Source: an optimization exercise on an open RTL-to-GDS flow (aim: small area, a short achievable clock period and few clock cycles). Production flows keep margins and buffers that such runs may drop.
In this exercise RTL edits were held to simulation tests only and were not proved equivalent to the original.
No activity file was given, so power comes from the tool's default toggle rates.

==> trial 88 <==
// signifl
module signifl (
    input             clk,
    input             rst,
    input             start,
    input      [1:0]  op,
    input      [63:0] a,
    input      [63:0] b,
    output            ready,
    output reg        done,
    output reg [2:0]  status,
    output reg [63:0] r0,
    output reg [63:0] r1,
    output reg [63:0] r2
);
    localparam [2:0] S_OK = 3'd0, S_INV_UNC = 3'd1, S_INV_MAG = 3'd2,
                     S_ZERO_NF = 3'd3, S_RANGE = 3'd4, S_UNREP = 3'd5,
                     S_ILLEGAL = 3'd7;
    localparam [3:0] E_IDLE = 4'd0, E_MUL = 4'd1, E_FIN1 = 4'd2,
                     E_X5A = 4'd4, E_X5B = 4'd5, E_X5C = 4'd6,
                     E_DIVA = 4'd7, E_DIVB = 4'd8;
    localparam W  = 126;    
    localparam AW = 186;    
    function [52:0] upfill(input [52:0] v);
        reg [52:0] s;
        begin
            s = v;
            s = s | (s << 1);
            s = s | (s << 2);
            s = s | (s << 4);
            s = s | (s << 8);
            s = s | (s << 16);
            s = s | (s << 32);
            upfill = s;
        end
    endfunction
    function [51:0] downfill(input [51:0] v);
        reg [51:0] s;
        begin
            s = v;
            s = s | (s >> 1);
            s = s | (s >> 2);
            s = s | (s >> 4);
            s = s | (s >> 8);
            s = s | (s >> 16);
            s = s | (s >> 32);
            downfill = s;
        end
    endfunction
    function [5:0] enc53(input [52:0] oh);
        integer i;
        begin
            enc53 = 6'd0;
            for (i = 0; i < 53; i = i + 1)
                enc53 = enc53 | (oh[i] ? i[5:0] : 6'd0);
        end
    endfunction
    function [52:0] dec53(input [5:0] p);
        integer i;
        begin
            for (i = 0; i < 53; i = i + 1)
                dec53[i] = (p == i);
        end
    endfunction
    function [125:0] prom(input [5:0] idx);
        prom =
            ({126{idx == 6'd0}} & 126'h20000000000000000000000000000000) |
            ({126{idx == 6'd1}} & 126'h33333333333333333333333333333334) |
            ({126{idx == 6'd2}} & 126'h28f5c28f5c28f5c28f5c28f5c28f5c29) |
            ({126{idx == 6'd3}} & 126'h20c49ba5e353f7ced916872b020c49bb) |
            ({126{idx == 6'd4}} & 126'h346dc5d63886594af4f0d844d013a92b) |
            ({126{idx == 6'd5}} & 126'h29f16b11c6d1e108c3f3e0370cdc8755) |
  ...
clock: 25.0 ns
lec_check: 0
cap_margin: 30
cell_pad_in_sites_detail_placement: 2
cell_pad_in_sites_global_placement: 2
core_margin: 2
core_utilization: 25
cts_cluster_diameter: 120
cts_cluster_size: 20
place_density: 0.35
slew_margin: 40
run.sh (not shown) runs the stock make flow with config.mk's settings and CLKGATE_MAP_FILE= SYNTH_SCRIPT=/design/flow/synth_recipe.tcl, a recipe that flattens the netlist after the stock synthesis.
==> trial 46: changes against trial 88 <==
--- a/flow/design.v
+++ b/flow/design.v
@@ -278,78 +278,54 @@
     wire [5:0]  enc_p1  = lb6 - ea11[5:0] + 6'd51;                      
     wire [12:0] bx       = {2'd0, eb1} + 13'd51 - {2'd0, ea11};
     wire [12:0] by       = {7'd0, fb_hi1} - {2'd0, ea11};
     wire        sd_nrm_f = ({1'b0, ea11} >= 12'd52) || ({1'b0, ea11[5:0]} + {1'b0, t_a1} >= 7'd52);
     wire        b_ok     = sd_nrm_f ? (b_np1 && (bx == {7'd0, t_a1})) : (b_sp1 && (by == {7'd0, t_a1}));
     wire [2:0]  drnd_st  = (drnd_pre1 != S_OK) ? drnd_pre1 : (b_ok ? S_OK : S_INV_UNC);
     wire        drnd_go  = v1 && (op1 == 2'b10) && (drnd_pre1 == S_OK) && b_ok;
-    reg         vx, v2;
-    reg  [1:0]  opx, op2;
-    reg  [63:0] ax, a2;
-    reg  [2:0]  enc_stx, dec_stx, drnd_stx, enc_st2, dec_st2, drnd_st2;
-    reg  [1:0]  enc_mdx, enc_md2;
-    reg  [5:0]  enc_px, fb_hix, t_ax, enc_p2, fb_hi2, t_a2;
-    reg  [10:0] ebx, eb2;
-    reg         b_denx, m_onex, b_den2, m_one2;
-    reg  [11:0] sdx2, sd2;
+    reg         v2;
+    reg  [1:0]  op2;
+    reg  [63:0] a2;
+    reg  [2:0]  enc_st2, dec_st2, drnd_st2;
+    reg  [1:0]  enc_md2;
+    reg  [5:0]  enc_p2, fb_hi2, t_a2;
+    reg  [10:0] eb2;
+    reg         b_den2, m_one2;
+    reg  [11:0] sd2;
     always @(posedge clk) begin
-        if (rst) begin
-            vx <= 1'b0;
-            v2 <= 1'b0;
-        end else begin
-            vx <= v1 && !drnd_go;
-            v2 <= vx;
-        end
-        opx      <= op1;
-        ax       <= a1;
-        enc_stx  <= enc_st1;
-        enc_mdx  <= enc_md1;
-        enc_px   <= enc_p1;
-        ebx      <= eb1;
-        fb_hix   <= fb_hi1;
-        b_denx   <= b_den1;
-        t_ax     <= t_a1;
-        m_onex   <= m_one1;
-        dec_stx  <= dec_st1;
-        sdx2     <= sd1;
-        drnd_stx <= drnd_st;
-        op2      <= opx;
-        a2       <= ax;
-        enc_st2  <= enc_stx;
-        enc_md2  <= enc_mdx;
-        enc_p2   <= enc_px;
-        eb2      <= ebx;
-        fb_hi2   <= fb_hix;
-        b_den2   <= b_denx;
-        t_a2     <= t_ax;
-        m_one2   <= m_onex;
-        dec_st2  <= dec_stx;
-        sd2      <= sdx2;
-        drnd_st2 <= drnd_stx;
+        if (rst) v2 <= 1'b0;
+        else     v2 <= v1 && !drnd_go;
+        op2      <= op1;
+        a2       <= a1;
+        enc_st2  <= enc_st1;
+        enc_md2  <= enc_md1;
+        enc_p2   <= enc_p1;
+        eb2      <= eb1;
+        fb_hi2   <= fb_hi1;
+        b_den2   <= b_den1;
+        t_a2     <= t_a1;
+        m_one2   <= m_one1;
+        dec_st2  <= dec_st1;
+        sd2      <= sd1;
+        drnd_st2 <= drnd_st;
     end
     wire        sa2  = a2[63];
     wire [52:0] ma2  = {a2[62:52] != 11'd0, a2[51:0]};
     wire [10:0] eb2_m1   = eb2 - 11'd1;
     wire [63:0] enc_half = b_den2 ? {11'd0, dec53(fb_hi2)} >> 1 :
                            (eb2 == 11'd1) ? {12'd0, 1'b1, 51'd0} : {1'b0, eb2_m1, 52'd0};
     wire [52:0] p_oh     = dec53(enc_p2);
     wire [52:0] p_up     = upfill(p_oh);                                
     wire [52:0] enc_frac = (ma2 & p_up & ~p_oh) | p_oh;
     wire [63:0] enc_y    = (enc_st2 != S_OK) ? 64'd0 :
                            (enc_md2 == 2'd0) ? enc_half :
                            (enc_md2 == 2'd1) ? {sa2, enc_half[62:0]} : {sa2, a2[62:52], enc_frac[51:0]};
     wire [62:0] step     = {10'd0, dec53(t_a2)};
-    reg  [62:0] lowm;
-    integer li;
-    always @* begin
-        for (li = 0; li < 63; li = li + 1)
-            lowm[li] = (li < t_a2);
-    end
-    wire [63:0] outer    = {sa2, (a2[62:0] | lowm) + 63'd1};
-    wire [63:0] inner    = m_one2 ? 64'd0 : {sa2, a2[62:0] ^ step};
+    wire [63:0] outer    = {sa2, a2[62:0] + step};
+    wire [63:0] inner    = m_one2 ? 64'd0 : {sa2, a2[62:0] - step};
     wire [10:0] sd_e     = sd2[10:0] - 11'd51;
     wire        sd_nrm   = (sd2 >= 12'd52);
     wire [63:0] dec_delta = sd_nrm ? {1'b0, sd_e, 52'd0} : {11'd0, dec53(sd2[5:0])};
     wire signed [11:0] g_a = {{2{g_sum[27]}}, g_sum[27:18]};
     wire [11:0] sdx    = {1'b0, ea11} + {6'd0, t_a1};
     wire        jneg   = (sdx < 12'd1075);
     wire        g_hi   = (sdx >= 12'd1165);
@@ -532,17 +508,28 @@
                     b_r2 = sa2 ? inner : outer;
                 end
             end
             2'b10:   b_status = drnd_st2;
             default: b_status = S_ILLEGAL;
         endcase
     end
+    reg         vr;
+    reg  [2:0]  st_r;
+    reg  [63:0] r0_r, r1_r, r2_r;
+    always @(posedge clk) begin
+        if (rst) vr <= 1'b0;
+        else     vr <= v2;
+        st_r <= b_status;
+        r0_r <= b_r0;
+        r1_r <= b_r1;
+        r2_r <= b_r2;
+    end
     wire fin = f2;
     always @(posedge clk) begin
         if (rst) done <= 1'b0;
-        else     done <= fin || v2;
-        status <= fin ? S_OK : b_status;
-        r0     <= fin ? n_out : b_r0;
-        r1     <= fin ? {{52{gq2[11]}}, gq2} : b_r1;
-        r2     <= fin ? 64'd0 : b_r2;
+        else     done <= fin || vr;
+        status <= fin ? S_OK : st_r;
+        r0     <= fin ? n_out : r0_r;
+        r1     <= fin ? {{52{gq2[11]}}, gq2} : r1_r;
+        r2     <= fin ? 64'd0 : r2_r;
     end
 endmodule
Settings changed: CTS_CLUSTER_DIAMETER 120 to unset, CTS_CLUSTER_SIZE 20 to unset.
==> trial 9: changes against trial 88 <==
--- a/flow/design.v
+++ b/flow/design.v
@@ -13,15 +13,15 @@
     output reg [63:0] r2
 );
     localparam [2:0] S_OK = 3'd0, S_INV_UNC = 3'd1, S_INV_MAG = 3'd2,
                      S_ZERO_NF = 3'd3, S_RANGE = 3'd4, S_UNREP = 3'd5,
                      S_ILLEGAL = 3'd7;
     localparam [3:0] E_IDLE = 4'd0, E_MUL = 4'd1, E_FIN1 = 4'd2,
                      E_X5A = 4'd4, E_X5B = 4'd5, E_X5C = 4'd6,
-                     E_DIVA = 4'd7, E_DIVB = 4'd8;
+                     E_DIVA = 4'd7, E_DIVB = 4'd8, E_WAIT = 4'd9;
     localparam W  = 126;    
     localparam AW = 186;    
     function [52:0] upfill(input [52:0] v);
         reg [52:0] s;
         begin
             s = v;
             s = s | (s << 1);
@@ -169,25 +169,29 @@
             ({8{idx == 6'd58}} & 8'd112) |
             ({8{idx == 6'd59}} & 8'd114) |
             ({8{idx == 6'd60}} & 8'd116) |
             ({8{idx == 6'd61}} & 8'd119) |
             ({8{idx == 6'd62}} & 8'd121) |
             ({8{idx == 6'd63}} & 8'd123);
     endfunction
-    reg         rdy;
+    reg         rdy;         
+    reg         rdy_o;       
     reg         v_q;
+    wire        stall_a;     
     reg  [1:0]  op_q;
     reg  [63:0] a_q, b_q;
-    assign ready = rdy;
+    assign ready = rdy_o;
     always @(posedge clk) begin
-        op_q <= op;
-        a_q  <= a;
-        b_q  <= b;
-        if (rst) v_q <= 1'b0;
-        else     v_q <= start & rdy;
+        if (!stall_a) begin
+            op_q <= op;
+            a_q  <= a;
+            b_q  <= b;
+        end
+        if (rst)           v_q <= 1'b0;
+        else if (!stall_a) v_q <= start & rdy;
     end
     wire        sa = a_q[63];
     wire [10:0] ea = a_q[62:52];
     wire [51:0] fa = a_q[51:0];
     wire        sb = b_q[63];
     wire [10:0] eb = b_q[62:52];
     wire [51:0] fb = b_q[51:0];
@@ -241,15 +245,15 @@
     reg  [5:0]  lb6, fb_hi1, t_a1;
     reg  [10:0] eb1;
     reg         b_den1, m_one1, b_np1, b_sp1, a_zero1;
     reg  [27:0] ge1;
     reg  [21:0] gt1;
     always @(posedge clk) begin
         if (rst) v1 <= 1'b0;
-        else     v1 <= v_q;
+        else     v1 <= v_q && !stall_a;
         op1       <= op_q;
         a1        <= a_q;
         enc_pre1  <= enc_pre;
         la1       <= la_b;
         lb1       <= lb_b;
         lb6       <= lb_b[5:0];
         a_zero1   <= a_zero;
@@ -278,67 +282,61 @@
     wire [5:0]  enc_p1  = lb6 - ea11[5:0] + 6'd51;                      
     wire [12:0] bx       = {2'd0, eb1} + 13'd51 - {2'd0, ea11};
     wire [12:0] by       = {7'd0, fb_hi1} - {2'd0, ea11};
     wire        sd_nrm_f = ({1'b0, ea11} >= 12'd52) || ({1'b0, ea11[5:0]} + {1'b0, t_a1} >= 7'd52);
     wire        b_ok     = sd_nrm_f ? (b_np1 && (bx == {7'd0, t_a1})) : (b_sp1 && (by == {7'd0, t_a1}));
     wire [2:0]  drnd_st  = (drnd_pre1 != S_OK) ? drnd_pre1 : (b_ok ? S_OK : S_INV_UNC);
     wire        drnd_go  = v1 && (op1 == 2'b10) && (drnd_pre1 == S_OK) && b_ok;
-    reg         vx, v2;
-    reg  [1:0]  opx, op2;
-    reg  [63:0] ax, a2;
-    reg  [2:0]  enc_stx, dec_stx, drnd_stx, enc_st2, dec_st2, drnd_st2;
-    reg  [1:0]  enc_mdx, enc_md2;
-    reg  [5:0]  enc_px, fb_hix, t_ax, enc_p2, fb_hi2, t_a2;
-    reg  [10:0] ebx, eb2;
-    reg         b_denx, m_onex, b_den2, m_one2;
-    reg  [11:0] sdx2, sd2;
+    wire [2:0]  st_b2 = (op1 == 2'b00) ? enc_st1 : (op1 == 2'b01) ? dec_st1 :
+                        (op1 == 2'b10) ? drnd_st : S_ILLEGAL;
+    wire [25:0] u_b2  = (op1 == 2'b00) ? {enc_md1, enc_p1, b_den1, fb_hi1, eb1} :
+                                         {7'd0, m_one1, t_a1, sd1};
+    localparam DL = 4;
+    reg  [DL-1:0] vd;
+    reg  [1:0]    opd [0:DL-1];
+    reg  [63:0]   ad  [0:DL-1];
+    reg  [2:0]    std [0:DL-1];
+    reg  [25:0]   ud  [0:DL-1];
+    integer di;
     always @(posedge clk) begin
-        if (rst) begin
-            vx <= 1'b0;
-            v2 <= 1'b0;
-        end else begin
-            vx <= v1 && !drnd_go;
-            v2 <= vx;
+        if (rst) vd <= {DL{1'b0}};
+        else     vd <= {vd[DL-2:0], v1 && !drnd_go};
+        opd[0] <= op1;
+        ad[0]  <= a1;
+        std[0] <= st_b2;
+        ud[0]  <= u_b2;
+        for (di = 1; di < DL; di = di + 1) begin
+            opd[di] <= opd[di-1];
+            ad[di]  <= ad[di-1];
+            std[di] <= std[di-1];
+            ud[di]  <= ud[di-1];
         end
-        opx      <= op1;
-        ax       <= a1;
-        enc_stx  <= enc_st1;
-        enc_mdx  <= enc_md1;
-        enc_px   <= enc_p1;
-        ebx      <= eb1;
-        fb_hix   <= fb_hi1;
-        b_denx   <= b_den1;
-        t_ax     <= t_a1;
-        m_onex   <= m_one1;
-        dec_stx  <= dec_st1;
-        sdx2     <= sd1;
-        drnd_stx <= drnd_st;
-        op2      <= opx;
-        a2       <= ax;
-        enc_st2  <= enc_stx;
-        enc_md2  <= enc_mdx;
-        enc_p2   <= enc_px;
-        eb2      <= ebx;
-        fb_hi2   <= fb_hix;
-        b_den2   <= b_denx;
-        t_a2     <= t_ax;
-        m_one2   <= m_onex;
-        dec_st2  <= dec_stx;
-        sd2      <= sdx2;
-        drnd_st2 <= drnd_stx;
     end
+    wire        v2   = vd[DL-1];
+    wire [1:0]  op2  = opd[DL-1];
+    wire [63:0] a2   = ad[DL-1];
+    wire [2:0]  st2  = std[DL-1];
+    wire [25:0] u2   = ud[DL-1];
+    wire [1:0]  enc_md2 = u2[25:24];
+    wire [5:0]  enc_p2  = u2[23:18];
+    wire        b_den2  = u2[17];
+    wire [5:0]  fb_hi2  = u2[16:11];
+    wire [10:0] eb2     = u2[10:0];
+    wire        m_one2  = u2[18];
+    wire [5:0]  t_a2    = u2[17:12];
+    wire [11:0] sd2     = u2[11:0];
     wire        sa2  = a2[63];
     wire [52:0] ma2  = {a2[62:52] != 11'd0, a2[51:0]};
     wire [10:0] eb2_m1   = eb2 - 11'd1;
     wire [63:0] enc_half = b_den2 ? {11'd0, dec53(fb_hi2)} >> 1 :
                            (eb2 == 11'd1) ? {12'd0, 1'b1, 51'd0} : {1'b0, eb2_m1, 52'd0};
     wire [52:0] p_oh     = dec53(enc_p2);
     wire [52:0] p_up     = upfill(p_oh);                                
     wire [52:0] enc_frac = (ma2 & p_up & ~p_oh) | p_oh;
-    wire [63:0] enc_y    = (enc_st2 != S_OK) ? 64'd0 :
+    wire [63:0] enc_y    = (st2 != S_OK) ? 64'd0 :
                            (enc_md2 == 2'd0) ? enc_half :
                            (enc_md2 == 2'd1) ? {sa2, enc_half[62:0]} : {sa2, a2[62:52], enc_frac[51:0]};
     wire [62:0] step     = {10'd0, dec53(t_a2)};
     reg  [62:0] lowm;
     integer li;
     always @* begin
         for (li = 0; li < 63; li = li + 1)
@@ -369,14 +367,15 @@
     reg  [8:0]    cnt;       
     reg  [9:0]    cnt2;      
     reg  [2:0]    eo;        
     reg           neg;
     reg           dmode;
     reg  [11:0]   gq;
     reg           first;     
+    reg           short;     
     reg  [7:0]    pcq;
     function [2*AW-1:0] csa(input [AW-1:0] x, input [AW-1:0] y, input [AW-1:0] z);
         begin
             csa[AW-1:0]    = x ^ y ^ z;
             csa[2*AW-1:AW] = ((x & y) | (x & z) | (y & z)) << 1;
         end
     endfunction
@@ -424,38 +423,49 @@
     reg  [3:0]    est_n;
     wire          setup  = (est == E_IDLE) || (est == E_FIN1);
     wire [57:0]   m_n    = setup ? {ma1[44:0], 13'd0} : {M[49:0], 8'd0};
     always @* begin
         est_n = est;
         case (est)
             E_IDLE, E_FIN1: est_n = drnd_go ? (big_k ? E_X5A : (divm ? E_DIVA : E_MUL)) : E_IDLE;
-            E_MUL:  if (M == 58'd0) est_n = E_FIN1;
+            E_MUL:  if (M == 58'd0) est_n = short ? E_WAIT : E_FIN1;
+            E_WAIT: est_n = E_FIN1;
             E_X5A:  est_n = E_X5B;
             E_X5B:  est_n = E_X5C;
             E_X5C:  est_n = (cnt != 9'd1) ? E_X5A : (dmode ? E_DIVA : E_MUL);
             E_DIVA: est_n = E_DIVB;
             E_DIVB: est_n = (cnt2 == 10'd1) ? E_FIN1 : E_DIVA;
             default: est_n = E_IDLE;
         endcase
     end
+    wire eng_free = (est_n == E_IDLE) || (est_n == E_FIN1);
+    wire eng_free_a = (est == E_IDLE) || (est == E_FIN1) || (est == E_WAIT) ||
+                      ((est == E_MUL) && (M == 58'd0) && !short) ||
+                      ((est == E_DIVB) && (cnt2 == 10'd1));
+    assign stall_a = v_q && (op_q == 2'b10) && !eng_free_a;
+    wire rdy_n = !((start && rdy && op == 2'b10) || (v_q && op_q == 2'b10)) &&
+                 (eng_free || ((est_n == E_MUL) && (m_n[33:0] == 34'd0)));
+    wire rdy_no = !((start && rdy_o && op == 2'b10) || (v_q && op_q == 2'b10)) &&
+                  (eng_free || ((est_n == E_MUL) && (m_n[33:0] == 34'd0)));
     always @(posedge clk) begin
         if (rst) begin
-            est <= E_IDLE;
-            rdy <= 1'b1;
+            est   <= E_IDLE;
+            rdy   <= 1'b1;
+            rdy_o <= 1'b1;
         end else begin
-            est <= est_n;
-            if ((start && rdy && op == 2'b10) || (v_q && op_q == 2'b10)) rdy <= 1'b0;
-            else rdy <= (est_n == E_IDLE) || (est_n == E_FIN1) ||
-                        ((est_n == E_MUL) && (m_n[49:0] == 50'd0));
+            est   <= est_n;
+            rdy   <= rdy_n;
+            rdy_o <= rdy_no;
         end
         case (est)
             E_MUL, E_X5A: begin
                 S <= ms;
                 C <= mc;
             end
+            E_WAIT: ;
             E_X5B, E_DIVB: begin
                 S <= cpa;
                 C <= {AW{1'b0}};
             end
             E_DIVA: begin
                 S <= {S[AW-2:0], M[57]};
                 C <= pmv;
@@ -471,14 +481,15 @@
                 gq    <= g_a;
                 dmode <= divm;
                 eo    <= t_a1[2:0] + 3'd3;
                 P     <= prom(pidx);
                 cnt   <= kk26;
                 cnt2  <= divm ? c2_div[9:0] : c2_mul[9:0];
                 pcq   <= pcon(pidx);
+                short <= !big_k && !divm && (ma1[44:0] == 45'd0);
                 if (big_k || divm) begin
                     D <= 8'd5;
                     M <= {ma1, 5'd0};
                 end else begin
                     D <= ma1[52:45];
                     M <= {ma1[44:0], 13'd0};
                 end
@@ -515,29 +526,25 @@
     end
     reg [2:0]  b_status;
     reg [63:0] b_r0, b_r1, b_r2;
     always @* begin
         b_r0 = 64'd0;
         b_r1 = 64'd0;
         b_r2 = 64'd0;
+        b_status = st2;
         case (op2)
-            2'b00: begin
-                b_status = enc_st2;
-                b_r0     = enc_y;
-            end
+            2'b00: b_r0 = enc_y;
             2'b01: begin
-                b_status = dec_st2;
-                if (dec_st2 == S_OK) begin
+                if (st2 == S_OK) begin
                     b_r0 = dec_delta;
                     b_r1 = sa2 ? outer : inner;
                     b_r2 = sa2 ? inner : outer;
                 end
             end
-            2'b10:   b_status = drnd_st2;
-            default: b_status = S_ILLEGAL;
+            default: ;
         endcase
     end
     wire fin = f2;
     always @(posedge clk) begin
         if (rst) done <= 1'b0;
         else     done <= fin || v2;
         status <= fin ? S_OK : b_status;
==> flow/flow/run.sh (new file) <==
#!/bin/bash
# Layout: the standard flow (standard.sh) with its settings from
# config.mk, except that the port buffers are plain buf_2 cells (ORFS's
# buffer_ports otherwise picks the clkdlybuf4s50 delay cell).
# standard.sh's output goes to standard.log; ORFS keeps each step's log
# under its own logs folder.
set -e
printf '\nexport BUFFER_PORTS_ARGS = -buffer_cell sky130_fd_sc_hd__buf_2\n' >> config.mk
bash standard.sh > standard.log 2>&1
==> flow/standard.sh (new file) <==
#!/bin/bash
# synth_recipe.tcl (not shown) runs the flow's synth.tcl, then flattens the netlist and writes it again
# the make line also repeats each setting of config.mk as NAME=value (left out here)
make -C /OpenROAD-flow-scripts/flow DESIGN_CONFIG=/design/flow/config.mk WORK_HOME=/design/flow/orfs CLKGATE_MAP_FILE= SYNTH_SCRIPT=/design/flow/synth_recipe.tcl "${@:-finish}"
Settings changed: BUFFER_PORTS_ARGS set to -buffer_cell sky130_fd_sc_hd__buf_2.
removed: flow/run.sh
==> run summary <==
Outcome:
- The run finished with no timing, DRC or antenna violations.

Timing:
- The final critical-path setup slack is 17260 ps.
- The worst slew slack as a fraction of its limit is 34.4%.

Critical path:
- In this run the worst setup path begins at a1[60]$_DFF_P_.

Cells and area:
- Sequential cells placed in the final layout were counted as 1426.
- The sequential share of cell area is 23.9%.
- Cells with a size suffix above 1 make up 5.41% of the layout.
- The footprint of the multi-input gates is 0.0754 mm2.

Power:
- Power attributed to combinational cells is 3.09 mW.
- The highest ir drop seen on vdd is 0.0607 mV.

Global route:
- The first global-routing pass estimated 860 mm of wire.

Logic synthesis:
- Synthesis inferred 1426 register bits.
(the above is from trial 88)
==> run summary <==
Power:
- The highest ir drop seen on vdd is 0.0564 mV.
- The combinational group power is 3.07 mW.
- In this run, power in flip-flops and latches comes to 3.09 mW.

Cells and area:
- Sequential cells placed in the final layout were counted as 1502.
- The ratio of cells with drive above 1 in the final layout is 6.63%.
- Registers represent a cell area share of 23.3%.
- The footprint of the multi-input gates is 0.0810 mm2.

Timing:
- The worst path meets setup with 17800 ps of slack.
- The worst pin sits at a relative slew slack of 27.7%.
- The final hold slack is 287 ps.

Placed design:
- Summing all placed instances gives a cell area of 0.132 mm2.

Logic synthesis:
- The register bit total from synthesis is 1502.
- In the synthesized netlist, mux cells make up 3.95% of the area.
- The unique cell type count in the Yosys netlist is 106.
- The commonest cells after synthesis are inv_1 (1613), nand2_1 (1343), dfxtp_1 (1268).

Outcome:
- The flow ran to the end and the layout has no timing, DRC or antenna violations.

Global route:
- The first-pass GRT wire length is 927 mm.

Critical path:
- The launch point of the worst path is rdy$_SDFF_PP1_.
(the above is from trial 46)
==> run summary <==
Outcome:
- The flow ran to the end and the layout has no timing, DRC or antenna violations.

Cells and area:
- Ranked by flip-flop count, first place goes to ad.
- Cells with a size suffix above 1 make up 8.22% of the layout.
- Sequential cells placed in the final layout were counted as 1572.
- The footprint of the multi-input gates is 0.0774 mm2.
- The sequential share of cell area is 28.4%.

Logic synthesis:
- Counting flops and latches in the post-synthesis netlist gives 1572.

Power:
- Across the VDD grid, the largest voltage drop is 0.0752 mV.
- Power attributed to combinational cells is 3.42 mW.

Timing:
- The final critical-path setup slack is 17520 ps.
- The worst slew slack as a fraction of its limit is 32.6%.
(the above is from trial 9)
Testbench counts of trial 88, summed over its fixed seeds: cycles 6,885.
Testbench counts of trial 46, summed over its fixed seeds: cycles 6,885.
Testbench counts of trial 9, summed over its fixed seeds: cycles 6,266.

afterwards: timing with drivers on the ports:
The flow's constraints put no driver on any port. The routed layouts listed below were extracted and timed again, unchanged, in two steps. Step 1 sets driving cells, clkbuf_16 on the clock port and buf_2 on the other inputs (assumed; they add their load-dependent delay and slew). Step 2 times the ports against the registers' clock, not the clock port: input delays grow and output delays shrink by t, the midpoint of the rising clock arrivals with the driver on. a / b / c = no drivers / after step 1 / after step 2; a / b = the first two.
run | shift t [ns] | slack for setup (ns) | worst setup path at the end | latest minus earliest clock arrival (ns)
trial 88 | 1.032 | 17.258 / 17.258 / 17.258 | register to register | 0.127 / 0.126
trial 46 | 1.039 | 17.801 / 17.685 / 18.197 | register to register | 0.127 / 0.127
trial 9 | 1.060 | 17.525 / 17.525 / 17.525 | register to register | 0.129 / 0.129
After both steps every run listed still meets setup and hold.
